What follows belongs to an exercise in optimizing a design on an open flow for small area, a short achievable clock period and few clock cycles; a production flow would make more cautious choices. Function was checked by simulation only, so behaviour that the tests miss may differ from the original. No activity file was given, so power comes from the tool's default toggle rates.

--- flow/design.v ---
module rsb_fieldmap (
    input  wire [7:0]  fid,
    output reg         fvalid,
    output reg  [3:0]  freg,
    output reg  [3:0]  flo,
    output reg  [15:0] fwmask
);
    always @* begin
        fvalid = 1'b1;
        freg   = 4'h0;
        flo    = 4'd0;
        fwmask = 16'h0000;
        case (fid)
            8'h00: begin freg = 4'h0; flo = 4'd12; fwmask = 16'h000F; end  
            8'h01: begin freg = 4'h0; flo = 4'd0;  fwmask = 16'h0FFF; end  
            8'h02: begin freg = 4'h1; flo = 4'd10; fwmask = 16'h003F; end  
            8'h03: begin freg = 4'h1; flo = 4'd6;  fwmask = 16'h000F; end  
            8'h04: begin freg = 4'h1; flo = 4'd0;  fwmask = 16'h003F; end  
            8'h05: begin freg = 4'h2; flo = 4'd15; fwmask = 16'h0001; end  
            8'h06: begin freg = 4'h2; flo = 4'd14; fwmask = 16'h0001; end  
            8'h07: begin freg = 4'h2; flo = 4'd13; fwmask = 16'h0001; end  
            8'h08: begin freg = 4'h2; flo = 4'd11; fwmask = 16'h0001; end  
            8'h09: begin freg = 4'h2; flo = 4'd10; fwmask = 16'h0001; end  
            8'h0A: begin freg = 4'h2; flo = 4'd9;  fwmask = 16'h0001; end  
            8'h0B: begin freg = 4'h2; flo = 4'd8;  fwmask = 16'h0001; end  
            8'h0C: begin freg = 4'h2; flo = 4'd6;  fwmask = 16'h0001; end  
            8'h0D: begin freg = 4'h2; flo = 4'd0;  fwmask = 16'h0001; end  
            8'h0E: begin freg = 4'h3; flo = 4'd15; fwmask = 16'h0001; end  
            8'h0F: begin freg = 4'h3; flo = 4'd0;  fwmask = 16'h03FF; end  
            8'h10: begin freg = 4'h4; flo = 4'd15; fwmask = 16'h0001; end  
            8'h11: begin freg = 4'h4; flo = 4'd14; fwmask = 16'h0001; end  
            8'h12: begin freg = 4'h4; flo = 4'd12; fwmask = 16'h0001; end  
            8'h13: begin freg = 4'h4; flo = 4'd11; fwmask = 16'h0001; end  
            8'h14: begin freg = 4'h4; flo = 4'd10; fwmask = 16'h0001; end  
            8'h15: begin freg = 4'h4; flo = 4'd6;  fwmask = 16'h0003; end  
            8'h16: begin freg = 4'h4; flo = 4'd4;  fwmask = 16'h0003; end  
            8'h17: begin freg = 4'h4; flo = 4'd2;  fwmask = 16'h0003; end  
            8'h18: begin freg = 4'h4; flo = 4'd0;  fwmask = 16'h0003; end  
            8'h19: begin freg = 4'h5; flo = 4'd8;  fwmask = 16'h00FF; end  
            8'h1A: begin freg = 4'h5; flo = 4'd6;  fwmask = 16'h0003; end  
            8'h1B: begin freg = 4'h5; flo = 4'd4;  fwmask = 16'h0003; end  
            8'h1C: begin freg = 4'h5; flo = 4'd0;  fwmask = 16'h000F; end  
            8'h1D: begin freg = 4'h6; flo = 4'd14; fwmask = 16'h0003; end  
            8'h1E: begin freg = 4'h6; flo = 4'd12; fwmask = 16'h0003; end  
            8'h1F: begin freg = 4'h6; flo = 4'd8;  fwmask = 16'h0001; end  
            8'h20: begin freg = 4'h6; flo = 4'd4;  fwmask = 16'h000F; end  
            8'h21: begin freg = 4'h6; flo = 4'd0;  fwmask = 16'h000F; end  
            8'h22: begin freg = 4'h7; flo = 4'd15; fwmask = 16'h0001; end  
            8'h23: begin freg = 4'h7; flo = 4'd14; fwmask = 16'h0001; end  
            8'h24: begin freg = 4'hA; flo = 4'd15; fwmask = 16'h0001; end  
            8'h25: begin freg = 4'hA; flo = 4'd14; fwmask = 16'h0001; end  
            8'h26: begin freg = 4'hA; flo = 4'd13; fwmask = 16'h0001; end  
            8'h27: begin freg = 4'hA; flo = 4'd12; fwmask = 16'h0001; end  
            8'h28: begin freg = 4'hA; flo = 4'd11; fwmask = 16'h0001; end  
            8'h29: begin freg = 4'hA; flo = 4'd9;  fwmask = 16'h0003; end  
            8'h2A: begin freg = 4'hA; flo = 4'd8;  fwmask = 16'h0001; end  
            8'h2B: begin freg = 4'hA; flo = 4'd0;  fwmask = 16'h00FF; end  
            8'h2C: begin freg = 4'hB; flo = 4'd14; fwmask = 16'h0003; end  
            8'h2D: begin freg = 4'hB; flo = 4'd12; fwmask = 16'h0003; end  
            8'h2E: begin freg = 4'hB; flo = 4'd10; fwmask = 16'h0003; end  
            8'h2F: begin freg = 4'hB; flo = 4'd0;  fwmask = 16'h03FF; end  
            8'h30: begin freg = 4'hC; flo = 4'd0;  fwmask = 16'hFFFF; end  
            8'h31: begin freg = 4'hD; flo = 4'd0;  fwmask = 16'hFFFF; end  
            8'h32: begin freg = 4'hE; flo = 4'd0;  fwmask = 16'hFFFF; end  
            8'h33: begin freg = 4'hF; flo = 4'd0;  fwmask = 16'hFFFF; end  
            default: fvalid = 1'b0;
        endcase
    end
endmodule
module rsb_busseq #(
    parameter [6:0] DEV_ADDR = 7'h10
) (
    input  wire        clk,
    input  wire        rst,
    input  wire        start_rd,
    input  wire        start_wr,
    output reg         done,         
    output reg  [1:0]  result,       
    output wire [3:0]  sh_ridx,      
    input  wire [15:0] sh_rword,
    output wire        sh_we,        
    output wire [3:0]  sh_widx,
    output wire [15:0] sh_wword,
    output reg         bus_req,
    output reg  [1:0]  bus_op,
    output reg  [7:0]  bus_wdata,
    output reg         bus_rnack,
    input  wire        bus_done,
    input  wire        bus_ack,
    input  wire [7:0]  bus_rdata
);
    localparam OP_BEGIN = 2'd0, OP_WRITE = 2'd1, OP_READ = 2'd2, OP_END = 2'd3;
    localparam B_IDLE = 2'd0, B_ISSUE = 2'd1, B_WAIT = 2'd2;
    localparam P_BEGIN = 3'd0, P_ADDR = 3'd1, P_HI = 3'd2, P_LO = 3'd3, P_END = 3'd4;
    reg [1:0] bstate;
    reg [2:0] step;
    reg       rd_mode;
    reg [3:0] ptr;
    reg [3:0] k;
    reg [7:0] hi;
    assign sh_ridx  = ptr;
    assign sh_we    = (bstate == B_WAIT) && bus_done && rd_mode && (step == P_LO);
    assign sh_widx  = ptr;
    assign sh_wword = {hi, bus_rdata};
    always @(posedge clk) begin
        if (rst) begin
            bstate  <= B_IDLE;
            step    <= P_BEGIN;
            rd_mode <= 1'b0;
            done    <= 1'b0;
            result  <= 2'd0;
            bus_req <= 1'b0;
            bus_op  <= OP_BEGIN;
            bus_wdata <= 8'h00;
            bus_rnack <= 1'b0;
        end else begin
            done <= 1'b0;
            case (bstate)
                B_IDLE: begin
                    if (start_rd || start_wr) begin
                        rd_mode <= start_rd;
                        result  <= 2'd0;
                        step    <= P_BEGIN;
                        bstate  <= B_ISSUE;
                    end
                end
                B_ISSUE: begin
                    bus_req   <= 1'b1;
                    bus_wdata <= 8'h00;
                    bus_rnack <= 1'b0;
                    case (step)
                        P_BEGIN: bus_op <= OP_BEGIN;
                        P_ADDR: begin
                            bus_op    <= OP_WRITE;
                            bus_wdata <= {DEV_ADDR, rd_mode};
                        end
                        P_HI: begin
                            if (rd_mode) begin
                                bus_op <= OP_READ;
                            end else begin
                                bus_op    <= OP_WRITE;
                                bus_wdata <= sh_rword[15:8];
                            end
                        end
                        P_LO: begin
                            if (rd_mode) begin
                                bus_op    <= OP_READ;
                                bus_rnack <= (k == 4'd15);
                            end else begin
                                bus_op    <= OP_WRITE;
                                bus_wdata <= sh_rword[7:0];
                            end
                        end
                        default: bus_op <= OP_END;
                    endcase
                    bstate <= B_WAIT;
                end
                B_WAIT: begin
                    if (bus_done) begin
                        bus_req <= 1'b0;
                        bstate  <= B_ISSUE;
                        case (step)
                            P_BEGIN: step <= P_ADDR;
                            P_ADDR: begin
                                if (!bus_ack) begin
                                    if (!rd_mode) result <= 2'd1;
                                    step <= P_END;
                                end else begin
                                    ptr  <= rd_mode ? 4'hA : 4'h2;
                                    k    <= 4'd0;
                                    step <= P_HI;
                                end
                            end
                            P_HI: begin
                                if (rd_mode) begin
                                    hi   <= bus_rdata;
                                    step <= P_LO;
                                end else if (!bus_ack) begin
                                    result <= 2'd2;
                                    step   <= P_END;
                                end else begin
                                    step <= P_LO;
                                end
                            end
                            P_LO: begin
                                if (!rd_mode && !bus_ack) begin
                                    result <= 2'd3;
                                    step   <= P_END;
                                end else if (k == (rd_mode ? 4'd15 : 4'd5)) begin
                                    step <= P_END;
                                end else begin
                                    ptr  <= ptr + 4'd1;    
                                    k    <= k + 4'd1;
                                    step <= P_HI;
                                end
                            end
                            default: begin
                                done   <= 1'b1;
                                bstate <= B_IDLE;
                            end
                        endcase
                    end
                end
                default: bstate <= B_IDLE;
            endcase
        end
    end
endmodule
module fm_rsb (
    input  wire        clk,
    input  wire        rst,
    input  wire        cmd_valid,
    output wire        cmd_ready,
    input  wire [31:0] cmd,
    output reg         rsp_valid,
    output reg  [31:0] rsp,
    output wire        bus_req,
    output wire [1:0]  bus_op,
    output wire [7:0]  bus_wdata,
    output wire        bus_rnack,
    input  wire        bus_done,
    input  wire        bus_ack,
    input  wire [7:0]  bus_rdata,
    output reg         dly_req,
    output reg  [9:0]  dly_ms,
    input  wire        dly_done
);
    localparam [9:0]  T_OSC_MS   = 10'd500;
    localparam [9:0]  T_PWRUP_MS = 10'd110;
    localparam [9:0]  T_PWRDN_MS = 10'd10;
    localparam [15:0] BAND0_START = 16'd8750, BAND0_END = 16'd10800;
    localparam [15:0] BAND1_START = 16'd7600, BAND1_END = 16'd10800;
    localparam [15:0] BAND2_START = 16'd7600, BAND2_END = 16'd9000;
    localparam [15:0] SPACE0 = 16'd20, SPACE1 = 16'd10, SPACE2 = 16'd5;
    localparam [7:0] OP_RDW = 8'h10, OP_WRW = 8'h11, OP_RDF = 8'h12, OP_WRF = 8'h13,
                     OP_RDALL = 8'h20, OP_WRCTL = 8'h21,
                     OP_PWRUP = 8'h30, OP_PWRDN = 8'h31, OP_RDPWR = 8'h32, OP_START = 8'h33,
                     OP_SETBAND = 8'h40, OP_SETSPACE = 8'h41,
                     OP_RDBSTART = 8'h42, OP_RDBEND = 8'h43, OP_RDSPACE = 8'h44;
    localparam [2:0] PWR_UNPOWERED = 3'd0, PWR_OSCEN = 3'd1, PWR_ENABLING = 3'd2,
                     PWR_OPERATING = 3'd3, PWR_DISABLING = 3'd4;
    localparam [2:0] PRG_RDALL = 3'd0, PRG_WRCTL = 3'd1, PRG_PWRUP = 3'd2,
                     PRG_PWRDN = 3'd3, PRG_START = 3'd4;
    localparam [2:0] U_END = 3'd0, U_RD = 3'd1, U_WR = 3'd2, U_MW = 3'd3,
                     U_DLY = 3'd4, U_PWR = 3'd5, U_BAND = 3'd6;
    localparam [2:0] S_IDLE = 3'd0, S_EXEC = 3'd1, S_RUN = 3'd2,
                     S_WAITSEQ = 3'd3, S_WAITDLY = 3'd4;
    reg [15:0] x [0:15];           
    reg [15:0] band_start, band_end, band_spacing;
    reg [2:0]  pwr;
    reg [2:0]  state;
    reg [31:0] cmd_q;
    reg [2:0]  prog;
    reg [4:0]  upc;
    reg [1:0]  wr_result;
    assign cmd_ready = (state == S_IDLE);
    wire [7:0]  op = cmd_q[31:24];
    wire [7:0]  a  = cmd_q[23:16];
    wire [15:0] d  = cmd_q[15:0];
    wire        fvalid;
    wire [3:0]  freg, flo;
    wire [15:0] fwmask;
    rsb_fieldmap u_fmap (.fid(a), .fvalid(fvalid), .freg(freg), .flo(flo), .fwmask(fwmask));
    wire [15:0] field_rd = (x[freg] >> flo) & fwmask;
    reg legal;
    always @* begin
        case (op)
            OP_RDW:      legal = (a[7:4] == 4'h0) && (d == 16'h0);
            OP_WRW:      legal = (a[7:4] == 4'h0);
            OP_RDF:      legal = fvalid && (d == 16'h0);
            OP_WRF:      legal = fvalid;
            OP_SETBAND, OP_SETSPACE:
                         legal = (d == 16'h0);
            OP_RDALL, OP_WRCTL, OP_PWRUP, OP_PWRDN, OP_RDPWR, OP_START,
            OP_RDBSTART, OP_RDBEND, OP_RDSPACE:
                         legal = (a == 8'h0) && (d == 16'h0);
            default:     legal = 1'b0;
        endcase
    end
    reg [2:0] u_kind;
    reg [2:0] u_arg;
    always @* begin
        u_kind = U_END;
        u_arg  = 3'd0;
        case (prog)
            PRG_RDALL: case (upc)
                5'd0: u_kind = U_RD;
                default: u_kind = U_END;
            endcase
            PRG_WRCTL: case (upc)
                5'd0: u_kind = U_WR;
                default: u_kind = U_END;
            endcase
            PRG_PWRUP: case (upc)
                5'd0:  begin u_kind = U_PWR; u_arg = PWR_OSCEN; end
                5'd1:  u_kind = U_RD;
                5'd2:  begin u_kind = U_MW;  u_arg = 3'd0; end
                5'd3:  u_kind = U_WR;
                5'd4:  begin u_kind = U_DLY; u_arg = 3'd0; end
                5'd5:  begin u_kind = U_PWR; u_arg = PWR_ENABLING; end
                5'd6:  u_kind = U_RD;
                5'd7:  begin u_kind = U_MW;  u_arg = 3'd1; end
                5'd8:  u_kind = U_WR;
                5'd9:  begin u_kind = U_DLY; u_arg = 3'd1; end
                5'd10: begin u_kind = U_PWR; u_arg = PWR_OPERATING; end
                default: u_kind = U_END;
            endcase
            PRG_PWRDN: case (upc)
                5'd0:  begin u_kind = U_PWR; u_arg = PWR_DISABLING; end
                5'd1:  u_kind = U_RD;
                5'd2:  begin u_kind = U_MW;  u_arg = 3'd2; end
                5'd3:  begin u_kind = U_MW;  u_arg = 3'd3; end
                5'd4:  begin u_kind = U_MW;  u_arg = 3'd4; end
                5'd5:  u_kind = U_WR;
                5'd6:  begin u_kind = U_DLY; u_arg = 3'd2; end
                5'd7:  begin u_kind = U_PWR; u_arg = PWR_UNPOWERED; end
                default: u_kind = U_END;
            endcase
            PRG_START: case (upc)
                5'd0:  u_kind = U_BAND;
                5'd1:  begin u_kind = U_PWR; u_arg = PWR_OSCEN; end
                5'd2:  u_kind = U_RD;
                5'd3:  begin u_kind = U_MW;  u_arg = 3'd0; end
                5'd4:  u_kind = U_WR;
                5'd5:  begin u_kind = U_DLY; u_arg = 3'd0; end
                5'd6:  begin u_kind = U_PWR; u_arg = PWR_ENABLING; end
                5'd7:  u_kind = U_RD;
                5'd8:  begin u_kind = U_MW;  u_arg = 3'd1; end
                5'd9:  u_kind = U_WR;
                5'd10: begin u_kind = U_DLY; u_arg = 3'd1; end
                5'd11: begin u_kind = U_PWR; u_arg = PWR_OPERATING; end
                5'd12: u_kind = U_RD;
                5'd13: begin u_kind = U_MW;  u_arg = 3'd5; end
                5'd14: begin u_kind = U_MW;  u_arg = 3'd6; end
                5'd15: begin u_kind = U_MW;  u_arg = 3'd7; end
                5'd16: u_kind = U_WR;
                default: u_kind = U_END;
            endcase
            default: u_kind = U_END;
        endcase
    end
    reg [3:0]  mw_idx;
    reg [15:0] mw_mask, mw_val;
    always @* begin
        case (u_arg)
            3'd0: begin mw_idx = 4'h7; mw_mask = 16'h8000; mw_val = 16'h8000; end  
            3'd1: begin mw_idx = 4'h2; mw_mask = 16'h4041; mw_val = 16'h0001; end  
            3'd2: begin mw_idx = 4'h7; mw_mask = 16'h4000; mw_val = 16'h4000; end  
            3'd3: begin mw_idx = 4'h4; mw_mask = 16'h003F; mw_val = 16'h0000; end  
            3'd4: begin mw_idx = 4'h2; mw_mask = 16'h4041; mw_val = 16'h4041; end  
            3'd5: begin mw_idx = 4'h5; mw_mask = 16'hFFF0; mw_val = 16'h1910; end  
            3'd6: begin mw_idx = 4'h6; mw_mask = 16'h00FF; mw_val = 16'h0048; end  
            default: begin mw_idx = 4'h2; mw_mask = 16'h0400; mw_val = 16'h0000; end  
        endcase
    end
    wire        seq_done;
    wire [1:0]  seq_result;
    wire [3:0]  seq_ridx, seq_widx;
    wire        seq_we;
    wire [15:0] seq_wword;
    reg         seq_start_rd, seq_start_wr;
    rsb_busseq u_seq (
        .clk(clk), .rst(rst),
        .start_rd(seq_start_rd), .start_wr(seq_start_wr),
        .done(seq_done), .result(seq_result),
        .sh_ridx(seq_ridx), .sh_rword(x[seq_ridx]),
        .sh_we(seq_we), .sh_widx(seq_widx), .sh_wword(seq_wword),
        .bus_req(bus_req), .bus_op(bus_op), .bus_wdata(bus_wdata), .bus_rnack(bus_rnack),
        .bus_done(bus_done), .bus_ack(bus_ack), .bus_rdata(bus_rdata)
    );
    reg        sh_we;
    reg [3:0]  sh_idx;
    reg [15:0] sh_mask, sh_val;
    always @* begin
        sh_we   = 1'b0;
        sh_idx  = 4'h0;
        sh_mask = 16'h0000;
        sh_val  = 16'h0000;
        if (seq_we) begin
            sh_we   = 1'b1;
            sh_idx  = seq_widx;
            sh_mask = 16'hFFFF;
            sh_val  = seq_wword;
        end else if (state == S_EXEC && legal && op == OP_WRW) begin
            sh_we   = 1'b1;
            sh_idx  = a[3:0];
            sh_mask = 16'hFFFF;
            sh_val  = d;
        end else if (state == S_EXEC && legal && op == OP_WRF) begin
            sh_we   = 1'b1;
            sh_idx  = freg;
            sh_mask = fwmask << flo;
            sh_val  = d << flo;
        end else if (state == S_RUN && u_kind == U_MW) begin
            sh_we   = 1'b1;
            sh_idx  = mw_idx;
            sh_mask = mw_mask;
            sh_val  = mw_val;
        end
    end
    always @(posedge clk) begin
        if (sh_we)
            x[sh_idx] <= (x[sh_idx] & ~sh_mask) | (sh_val & sh_mask);
    end
    always @(posedge clk) begin
        if (rst) begin
            state        <= S_IDLE;
            rsp_valid    <= 1'b0;
            rsp          <= 32'h0;
            pwr          <= PWR_UNPOWERED;
            band_start   <= BAND0_START;
            band_end     <= BAND0_END;
            band_spacing <= SPACE1;
            prog         <= PRG_RDALL;
            upc          <= 5'd0;
            wr_result    <= 2'd0;
            seq_start_rd <= 1'b0;
            seq_start_wr <= 1'b0;
            dly_req      <= 1'b0;
            dly_ms       <= 10'd0;
        end else begin
            rsp_valid    <= 1'b0;
            seq_start_rd <= 1'b0;
            seq_start_wr <= 1'b0;
            case (state)
                S_IDLE: begin
                    if (cmd_valid) begin
                        cmd_q <= cmd;
                        state <= S_EXEC;
                    end
                end
                S_EXEC: begin
                    state <= S_IDLE;
                    rsp   <= {1'b1, 31'h0};
                    rsp_valid <= 1'b1;
                    if (!legal) begin
                        rsp <= 32'h0;
                    end else begin
                        case (op)
                            OP_RDW:      rsp[15:0] <= x[a[3:0]];
                            OP_RDF:      rsp[15:0] <= field_rd;
                            OP_RDPWR:    rsp[15:0] <= {13'h0, pwr};
                            OP_RDBSTART: rsp[15:0] <= band_start;
                            OP_RDBEND:   rsp[15:0] <= band_end;
                            OP_RDSPACE:  rsp[15:0] <= band_spacing;
                            OP_SETBAND: begin
                                case (a)
                                    8'd0: begin band_start <= BAND0_START; band_end <= BAND0_END; end
                                    8'd1: begin band_start <= BAND1_START; band_end <= BAND1_END; end
                                    8'd2: begin band_start <= BAND2_START; band_end <= BAND2_END; end
                                    default: ;
                                endcase
                            end
                            OP_SETSPACE: begin
                                case (a)
                                    8'd0: band_spacing <= SPACE0;
                                    8'd1: band_spacing <= SPACE1;
                                    8'd2: band_spacing <= SPACE2;
                                    default: ;
                                endcase
                            end
                            OP_RDALL, OP_WRCTL, OP_PWRUP, OP_PWRDN, OP_START: begin
                                rsp_valid <= 1'b0;
                                state     <= S_RUN;
                                upc       <= 5'd0;
                                wr_result <= 2'd0;
                                case (op)
                                    OP_RDALL: prog <= PRG_RDALL;
                                    OP_WRCTL: prog <= PRG_WRCTL;
                                    OP_PWRUP: prog <= PRG_PWRUP;
                                    OP_PWRDN: prog <= PRG_PWRDN;
                                    default:  prog <= PRG_START;
                                endcase
                            end
                            default: ;  
                        endcase
                    end
                end
                S_RUN: begin
                    case (u_kind)
                        U_RD: begin
                            seq_start_rd <= 1'b1;
                            state <= S_WAITSEQ;
                        end
                        U_WR: begin
                            seq_start_wr <= 1'b1;
                            state <= S_WAITSEQ;
                        end
                        U_MW: upc <= upc + 5'd1;
                        U_DLY: begin
                            dly_req <= 1'b1;
                            case (u_arg)
                                3'd0:    dly_ms <= T_OSC_MS;
                                3'd1:    dly_ms <= T_PWRUP_MS;
                                default: dly_ms <= T_PWRDN_MS;
                            endcase
                            state <= S_WAITDLY;
                        end
                        U_PWR: begin
                            pwr <= u_arg;
                            upc <= upc + 5'd1;
                        end
                        U_BAND: begin
                            band_start   <= BAND0_START;    
                            band_end     <= BAND0_END;
                            band_spacing <= SPACE1;         
                            upc <= upc + 5'd1;
                        end
                        default: begin  
                            rsp       <= {1'b1, 15'h0, (prog == PRG_WRCTL) ? {14'h0, wr_result} : 16'h0};
                            rsp_valid <= 1'b1;
                            state     <= S_IDLE;
                        end
                    endcase
                end
                S_WAITSEQ: begin
                    if (seq_done) begin
                        wr_result <= seq_result;
                        upc   <= upc + 5'd1;
                        state <= S_RUN;
                    end
                end
                S_WAITDLY: begin
                    if (dly_done) begin
                        dly_req <= 1'b0;
                        upc   <= upc + 5'd1;
                        state <= S_RUN;
                    end
                end
                default: state <= S_IDLE;
            endcase
        end
    end
endmodule
--- flow/run.sh ---
#!/bin/bash
# synth_recipe.tcl (not shown) runs the flow's synth.tcl, then flattens the netlist and writes it again
# the make line also repeats each setting of config.mk as NAME=value (left out here)
make -C /OpenROAD-flow-scripts/flow DESIGN_CONFIG=/design/flow/config.mk WORK_HOME=/design/flow/orfs CLKGATE_MAP_FILE= SYNTH_SCRIPT=/design/flow/synth_recipe.tcl finish
--- flow/config.mk ---
export PLATFORM = sky130hd
export DESIGN_NAME = fm_rsb
export DESIGN_NICKNAME = fm_rsb
export VERILOG_FILES = /design/flow/design.v
export SDC_FILE = /design/flow/constraint.sdc
export NUM_CORES = 4
export LEC_CHECK = 0
export CAP_MARGIN = 20
export CORE_MARGIN = 2
export CORE_UTILIZATION = 40
export SLEW_MARGIN = 20
--- flow/constraint.sdc ---
create_clock -name core_clock -period 10.0 [get_ports {clk}]
set_input_delay 2.0000 -clock core_clock [delete_from_list [all_inputs] [get_ports {clk}]]
set_output_delay 2.0000 -clock core_clock [all_outputs]
set_load 0.01 [all_outputs]
==> run notes <==
-- final cells by class --
type,count,share of cell area (%)
Multi-Input combinational cell,1762,47.9
Sequential cell,414,37.8
Timing Repair Buffer,152,4.49
Clock buffer,60,4.25
Tap cell,864,3.60
Clock inverter,29,1.20
Inverter,60,0.750
Antenna cell,1,0.00833
-- state kept, by name (all words and copies together) (netlist names), 2 cells and up, named ones only --
register	cells
band_end	2
prog	3
u_seq.bstate	2
u_seq.bus_op	2
band_spacing	4
band_start	2
cmd_q	32
state	3
pwr	3
u_seq.hi	8
u_seq.bus_wdata	8
x	256
rsp	17
u_seq.step	3
u_seq.ptr	4
u_seq.k	4
upc	5
u_seq.result	2
dly_ms	3
wr_result	2
-- cells in the final DEF (no fill, tap or decap), types with 9 or more instances in the layout --
cell type	Yosys	final
a31oi_1	30	26
o31ai_1	9	9
o211ai_1	15	15
mux2_2	21	21
a32oi_1	13	13
ha_1	24	24
a22oi_1	35	35
conb_1	1	17
nand2_1	226	226
buf_4	26	65
and2_1	12	12
nand3_1	97	97
mux4_2	189	189
and3_1	20	20
o32ai_1	9	9
or3_1	20	20
nand2b_1	19	19
nor2b_1	10	9
dfxtp_1	110	103
a21oi_1	159	158
o22ai_1	32	32
a21o_1	9	9
clkdlybuf4s50_1	0	84
nor2_1	202	186
nor3_1	45	43
edfxtp_1	304	304
nand4_1	13	13
a211oi_1	36	36
o2bb2ai_1	9	9
nand3b_1	10	10
clkbuf_1	126	10
a221oi_1	29	29
nor2_4	0	11
o21ai_0	93	92
mux2i_1	168	168
nor4_1	19	15
or2_2	9	9
a221o_1	18	18
inv_1	57	57
clkbuf_16	0	49
-- worst max path at each step --
stage | from | endpoint | slack, ns | depth (start not counted)
after floorplan | bus_done | x[0][1] | 3.77 | 10
after global placement | bus_done | x[0][0] | 3.04 | 12
after detailed placement | bus_done | x[12][0] | 2.78 | 12
after CTS | cmd_q[22] | x[3][0] | 3.35 | 11
after global routing | cmd_q[22] | x[10][5] | 3.20 | 11
final | cmd_q[23] | x[8][13] | 3.29 | 11
-- critical path: cells and delay by family, from the launching register on --
kind / cells / cell delay [ns]
flops: 1 / 0.75
compound gates: 4 / 1.47
buf+inv: 2 / 0.75
simple gates: 5 / 3.29
-- routing by layer --
| metal | up-vias | global-route usage, % |
|---|---|---|
| li1 | 9566 | - |
| met1 | 11500 | 38.4 |
| met2 | 1664 | 47.9 |
| met3 | 413 | 9.61 |
| met4 | 10 | 17.1 |
| met5 | - | 0 |
-- cells by family (layout without fill, tap and decap cells) --
kind of cell    count (synthesis)  after routing
xor+xnor                       10             10
simple gates                  740            740
buf+inv                       270            301
mux                           378            378
flops                         414            414
other cells                     1             18
compound gates                593            593
fa+ha+maj                      24             24
-- power groups by stage --
stage	registers [W]	logic (W)	clock network (W)
finish	0.00190	0.000420	0.00186
global route	0.00190	0.000439	0.00194
floorplan	0.00189	0.000303	0
global placement	0.00193	0.000403	0
detailed placement	0.00193	0.000405	0
CTS	0.00190	0.000406	0.00188
-- per-stage QoR --
| stage | setup slack (ns) | cells | instance area [um2] |
|---|---|---|---|
| final | 3.29 | 3342 | 30000 |
| after global routing | 3.20 | 3341 | 30000 |
| after CTS | 3.35 | 3338 | 30000 |
| after detailed placement | 2.78 | 3249 | 28300 |
| after global placement | 3.04 | 3248 | 28300 |
| after floorplan | 3.77 | 2446 | 26700 |
==> results by group <==
Outcome
  • Status: no timing/DRC/antenna violations

Route
  • Drt first pass iters: 7
  • Vias per cell: roughly 6.9
  • Met2 wire len: ~48000 um
  • Detail Route Antenna Nets: 0
  • WL/cell: 32.1 um
  • Starting DRC count in detailed routing: about 3400
  • Routed WL: ~110000 um
  • Uppermost layer routed: met5
  • DRC Markers: 0
  • Met3 wire len: approximately 14000 um
  • M1 WL: 38700 um
  • Routed via count: approximately 23000

Die
  • Die width: 262 um
  • Die height: between 200 and 300 um
  • Core area: roughly 0.066 mm2
  • Die area: around 0.07 mm2
  • Core Rows: 94
  • Initial Util: 40.4%
  • I/O Pins: about 100

STA
  • Achievable Freq: around 150 MHz
  • Hold slack final: around 0.46 ns
  • Max-slew violation count: 0
  • Skew final: ~0.035 ns
  • Slew headroom: between 20% and 30%
  • Final min period: approximately 6.7 ns
  • Worst-Margin Slew: 1.18 ns
  • Setup Viol. Count Final: 0
  • Final worst path period share: 67.1%
  • Setup TNS: 0 ns
  • Hold Fails Final Rpt: 0
  • RSZ-0062 raised after global routing: no

Logic synthesis
  • Synth top area share: between 30% and 40%
  • Post-synth ARST share: 0%
  • Mux cell area share after synthesis: 23.2%
  • Synth cell types: 101
  • Post-synth EDFFs: about 300
  • Seq/Total Area, Yosys: a little over two fifths
  • Cell Area, Synth: about 0.027 mm2
  • Syn Inst Count: 2430
  • Largest family of logic cells by synthesized area: multiplexers
  • Cell accounting for the most synthesized area: edfxtp_1
  • Post-Synth Simple-Gate Area: a little over an eighth
  • Ys Warns: 3
  • Adder-cell share of the synthesized area: 1.13%
  • Most common cell in the netlist: edfxtp_1
  • Commonest cells post-synth: edfxtp_1 (304), nand2_1 (226), nor2_1 (202), mux4_2 (189), mux2i_1 (168)
  • Complex-gate fraction of the synthesized area: between 15 and 20%
  • Main flop type after synthesis: edfxtp_1
  • Top post-synthesis cells by area: edfxtp_1 (34%), mux4_2 (16%), dfxtp_1 (8.3%)
  • Yosys reg bits: around 410
  • Synthesized area per cell: 11.0 um2
  • Synth Area in XOR/XNOR: less than 1%

CTS
  • Count of hold-fix buffers inserted at cts: 0
  • Clock Latency Late Sink: roughly 0.63 ns
  • CTS tree: yes
  • Clk buf depth: 3
  • Post_cts resized: 0
  • Post-CTS Setup Inserts: 0
  • H-tree levels: 2
  • Clk sinks: between 400 and 500
  • Clock Pin Slew Worst Setup and Hold Paths: 0.06 ns
  • Root Buffer: clkbuf_16
  • CTS buffer count: between 40 and 50

Global routing
  • Initial antenna violation count: 6
  • GRT overflow: 0
  • Total track usage: a little under a third
  • Pin count of the biggest net entering global routing: just under 60
  • Global-route wire length before repair: around 150000 um
  • Vias in the first global route: 22100

Power and ir drop
  • Power Dens Cells: 139 mW/mm2
  • Cell internal pwr: 0.00310 W
  • Peak VDD IR: about 0.13 mV
  • Clk pwr share: 44.5%
  • Reg power frac: ~45%
  • Net switching power: 0.00107 W
  • Switching Fraction: about a quarter
  • Leak: approximately 10 nW
  • Total power: approximately 0.0042 W
  • Combinational share of power: 10.0%

Setup path
  • Slowest Stage Delay on Critical Path: approximately 1 ns
  • Critical Path AT: 6.94 ns
  • CP endpoint kind: flop
  • Crit path kind: flop to flop
  • Worst R2R Setup Slack: around 3.3 ns
  • Reg2reg end: x[8][13]
  • CP Cell Sequence: nor2_1, buf_4, o2111ai_2, a211o_1, or4_1, o21ai_0, nor2_4, buf_4, nor2_1, o31ai_1, nor2_4
  • Reg2reg start: cmd_q[23]
  • Cells on worst reg2reg path: 11
  • Largest fanout on the critical path: 31
  • Critical-path top delay cell: nor2_1
  • Startpoint types: flop
  • Worst path required time: 10.23 ns

Min path
  • Hold path depth: 2
  • Worst Hold Launch: dly_req
  • HP Class: flop to flop
  • Worst hold path endpoint: dly_req

Place
  • Buffers added on ports: 85
  • DP HPWL: between 70000 and 80000 um
  • GPL Wtd Cong: 1.00

Flow run
  • Max Cap Viol: 0

Cells and area
  • Layout cell share with drive strength beyond 1: between 10% and 20%
  • Flip-flop and latch area: 0.0113 mm2
  • # nets final: 2508
  • Layout area overhead: 12.8%
  • Area of the multi-input gates: about 0.014 mm2
  • FILL cells: about 6000
  • Post-layout util: a little under half
Testbench counts, summed over its fixed seeds: cycles 207,683.

==> afterwards: timing with drivers on the ports <==
In the flow no input, the clock included, has a driving cell. The finished layout below was timed again as built, in two steps.
Step 1 sets driving cells, clkbuf_16 on the clock port and buf_2 on the other inputs (assumed; they add their load-dependent delay and slew).
Step 2 also shifts input and output timing later by t, the mid clock arrival at the registers, as if the neighbouring blocks saw the same clock.
Three values: ideal ports, drivers, drivers and shift; two values: the first two.
shift t [ns]: 0.669
setup slack, ns: 3.287 / 3.287 / 2.662
slew at the worst register clock pin (ns): 0.07 / 0.07
worst slew at a driven data input, ns: 0.05
cell pins on the clock port's net: 1
After both steps setup and hold are still met in this run. The setup slack of this run moves by 0.000 ns with the drivers and by -0.625 ns with both steps.
